This design comes from an exercise in tuning for small area, a short achievable clock period and few clock cycles per item on the open sky130 flow, not from production work.
In this exercise RTL edits were held to simulation tests only and were not proved equivalent to the original.

Design lfo_tick, start of the top module:
module lfo_tick (
    input  wire        clk,
    input  wire        rst,
    input  wire        cmd_valid,
    output wire        cmd_ready,
    input  wire [1:0]  cmd_op,
    input  wire [31:0] cmd_arg,
    input  wire [31:0] cmd_x0,
    input  wire [31:0] cmd_x1,
    output reg         res_valid,
    output reg  [31:0] res_y0,
    output reg  [31:0] res_y1,
    output reg  [31:0] res_mult,
    output reg  [31:0] res_sins,
    output reg  [31:0] res_phase
);
Size: roughly 19000 cells after synthesis, roughly 1800 flip-flops, about 260 I/O pins, roughly 140000 µm² of cells after synthesis.
clock: 24.0 ns
lec_check: 0
abc_area: 1
cap_margin: 20
core_margin: 2
core_utilization: 30
cts_cluster_diameter: 80
cts_cluster_size: 30
place_density: 0.66
slew_margin: 20
synth_memory_max_bits: 65536
standard.sh (not shown) runs the stock make flow with config.mk's settings and CLKGATE_MAP_FILE= SYNTH_SCRIPT=/design/flow/synth_recipe.tcl, a recipe that flattens the netlist after the stock synthesis.
==> flow/flow/run.sh <==
#!/bin/bash
set -euo pipefail
MARGIN=$(cat flow/margin.txt)
EXTRA=""
if [[ -f flow/extra.txt ]]; then EXTRA=$(cat flow/extra.txt); fi
bash standard.sh SETUP_SLACK_MARGIN=$MARGIN $EXTRA finish > layout.log 2>&1
==> flow/flow/extra.txt <==
REMOVE_ABC_BUFFERS=1
==> flow/flow/margin.txt <==
17.7
The starting point finished clean.
Testbench counts at the start, summed over its fixed seeds: cycles 4,250, items 4,096.
==> next run, changes <==
==> flow/flow/margin.txt (replaced) <==
18.0
Settings changed: PLACE_DENSITY 0.66 to not set.
The new run finished clean.
Cell area rises by 3.9%.
Worst setup slack is better by 0.058 ns.
Routed wire length climbs by 4.0%.
Critical path depth fell by 45.
Core utilization increases by 1.3 points.
==> next run, changes <==
==> flow/flow/margin.txt (replaced) <==
17.7
Settings changed: CTS_BUF_LIST set to sky130_fd_sc_hd__clkbuf_8, CTS_CLUSTER_DIAMETER 80 to not set, CTS_CLUSTER_SIZE 30 to not set.
removed: flow/flow/extra.txt
Effect: Flip-flop and latch count is unchanged. Die area is unchanged. Design area is lower by 2.4%. Clock skew is higher by 0.091 ns. Maximum frequency is lower by 3.2%. Via count is lower by 0.93%. Hold slack got worse by 0.083 ns. Synthesized cell count is unchanged.
==> next run, changes <==
==> flow/flow/extra.txt (new file) <==
REMOVE_ABC_BUFFERS=1
Settings changed: CTS_BUF_LIST sky130_fd_sc_hd__clkbuf_8 to sky130_fd_sc_hd__clkbuf_4 sky130_fd_sc_hd__clkbuf_8 sky130_fd_sc_hd__clkbuf_16, CTS_CLUSTER_DIAMETER set to 80, CTS_CLUSTER_SIZE set to 30.
After rerunning:
- The new run finished clean
- synthesized cell count is unchanged
- routed wire length rose by a few percent
- final cell count fell slightly
- worst setup slack improved by 0.21 ns
- clock-buffer cell count fell by 248
- non-clock buffer count fell by 2
- utilization fell by 0.46 points
- die area is unchanged
- global-route usage rose by 0.49 points
- flip-flop and latch count does not change
- area after synthesis stays the same

== 10-06 ==
Starting RTL as in the previous note.
clock: 24.0 ns
lec_check: 0
abc_area: 1
cap_margin: 20
core_margin: 2
core_utilization: 30
cts_cluster_diameter: 80
cts_cluster_size: 30
slew_margin: 20
synth_memory_max_bits: 65536
==> flow/flow/extra.txt <==
REMOVE_ABC_BUFFERS=1
==> flow/flow/margin.txt <==
17.7
Scripts as last shown in full above: flow/flow/run.sh
In summary, 10-06 completed successfully, with a layout that passed the timing, design-rule and antenna checks.
Testbench counts of 10-06, summed over its fixed seeds: cycles 4,250, items 4,096.
Modified inputs, 05-17 compared to 10-06
- CTS_CLUSTER_DIAMETER: 80 -> unset
- CTS_CLUSTER_SIZE: 30 -> unset
==> flow/flow/margin.txt <==
17.3
removed: flow/flow/extra.txt
--- outcome ---
05-17 completed every stage of the flow, and the final layout passed the timing, design-rule and antenna checks. 05-17 vs 10-06, highest achievable clock rate went down by about 4%. Post-layout minimum cycle time: 05-17 > 10-06. Final estimated routing congestion in global placement in 05-17 vs 10-06: down 0.83%. Final area (higher): 10-06. 05-17 vs. 10-06: non-clock buffer count moved down, synthesis-to-layout area growth shows a reduction of 1.0 points. Between 05-17 and 10-06, it is 05-17 whose proportion of cell area spent on the clock network is higher, by 1.3 points.

== P ==
Starting RTL as in the previous note.
Settings: LEC_CHECK=0, ABC_AREA=1, CAP_MARGIN=20, CORE_MARGIN=2, CORE_UTILIZATION=30, CTS_CLUSTER_DIAMETER=80, CTS_CLUSTER_SIZE=30, SLEW_MARGIN=20, SYNTH_MEMORY_MAX_BITS=65536; clock period 24.0 ns.
==> flow/flow/margin.txt <==
17.7
Scripts as last shown in full above: flow/flow/run.sh
Testbench counts of P, summed over its fixed seeds: cycles 4,250, items 4,096.
Relative to P, the following input files were edited for Q:
==> flow/flow/extra.txt (new file) <==
REMOVE_ABC_BUFFERS=1
diff --git a/flow/config.mk b/flow/config.mk
--- a/flow/config.mk
+++ b/flow/config.mk
@@ -11,4 +11,2 @@
 export CORE_UTILIZATION = 30
-export CTS_CLUSTER_DIAMETER = 80
-export CTS_CLUSTER_SIZE = 30
 export SLEW_MARGIN = 20
[summary]
Compared to P, the routing of Q uses more wire.
Delta (Q minus P): area overhead of the layout relative to synthesis picked up an extra 2.3 points, multi-input gate share of total cell area now smaller.
P ended up with rdy as its launching instance or port of the critical path; Q ended up with res_phase[25].
Final worst slack (lower): P

## what the ideal ports hide
In the flow no input, the clock included, has a driving cell. The finished layouts below were timed again as built, in two steps.
Step 1, drivers: a clkbuf_16 drives clk and a buf_2 each remaining input, both assumed.
Step 2 also shifts input and output timing later by t, the mid clock arrival at the registers, as if the neighbouring blocks saw the same clock.
Slacks: ideal / step 1 / step 2; pairs: ideal / step 1.
run	shift t [ns]	setup WS [ns]	hold WS [ns]	clock arrival spread, ns	worst slew at a driven data input, ns
the first run of note 1	1.021	17.593 / 17.593 / 17.064	0.281 / 0.281 / 0.281	0.111 / 0.110	0.08
the second run of note 1	1.078	17.650 / 17.525 / 17.504	0.283 / 0.283 / 0.283	0.085 / 0.085	0.08
the third run of note 1	1.242	17.442 / 17.354 / 17.442	0.199 / 0.199 / 0.199	0.173 / 0.173	0.11
the fourth run of note 1	1.077	17.650 / 17.524 / 17.529	0.282 / 0.282 / 0.282	0.089 / 0.090	0.08
10-06	1.078	17.649 / 17.524 / 17.541	0.280 / 0.280 / 0.280	0.089 / 0.089	0.08
05-17	1.056	17.374 / 17.249 / 17.568	0.292 / 0.292 / 0.292	0.136 / 0.135	0.11
P	1.054	17.678 / 17.550 / 17.455	0.259 / 0.259 / 0.259	0.125 / 0.125	0.11
Q	1.043	17.707 / 17.587 / 17.412	0.300 / 0.300 / 0.300	0.108 / 0.108	0.09
After both steps every run listed still meets setup and hold. The setup slack of the first run of note 1, which loses most, moves by 0.000 ns with the drivers and by -0.529 ns with both steps.
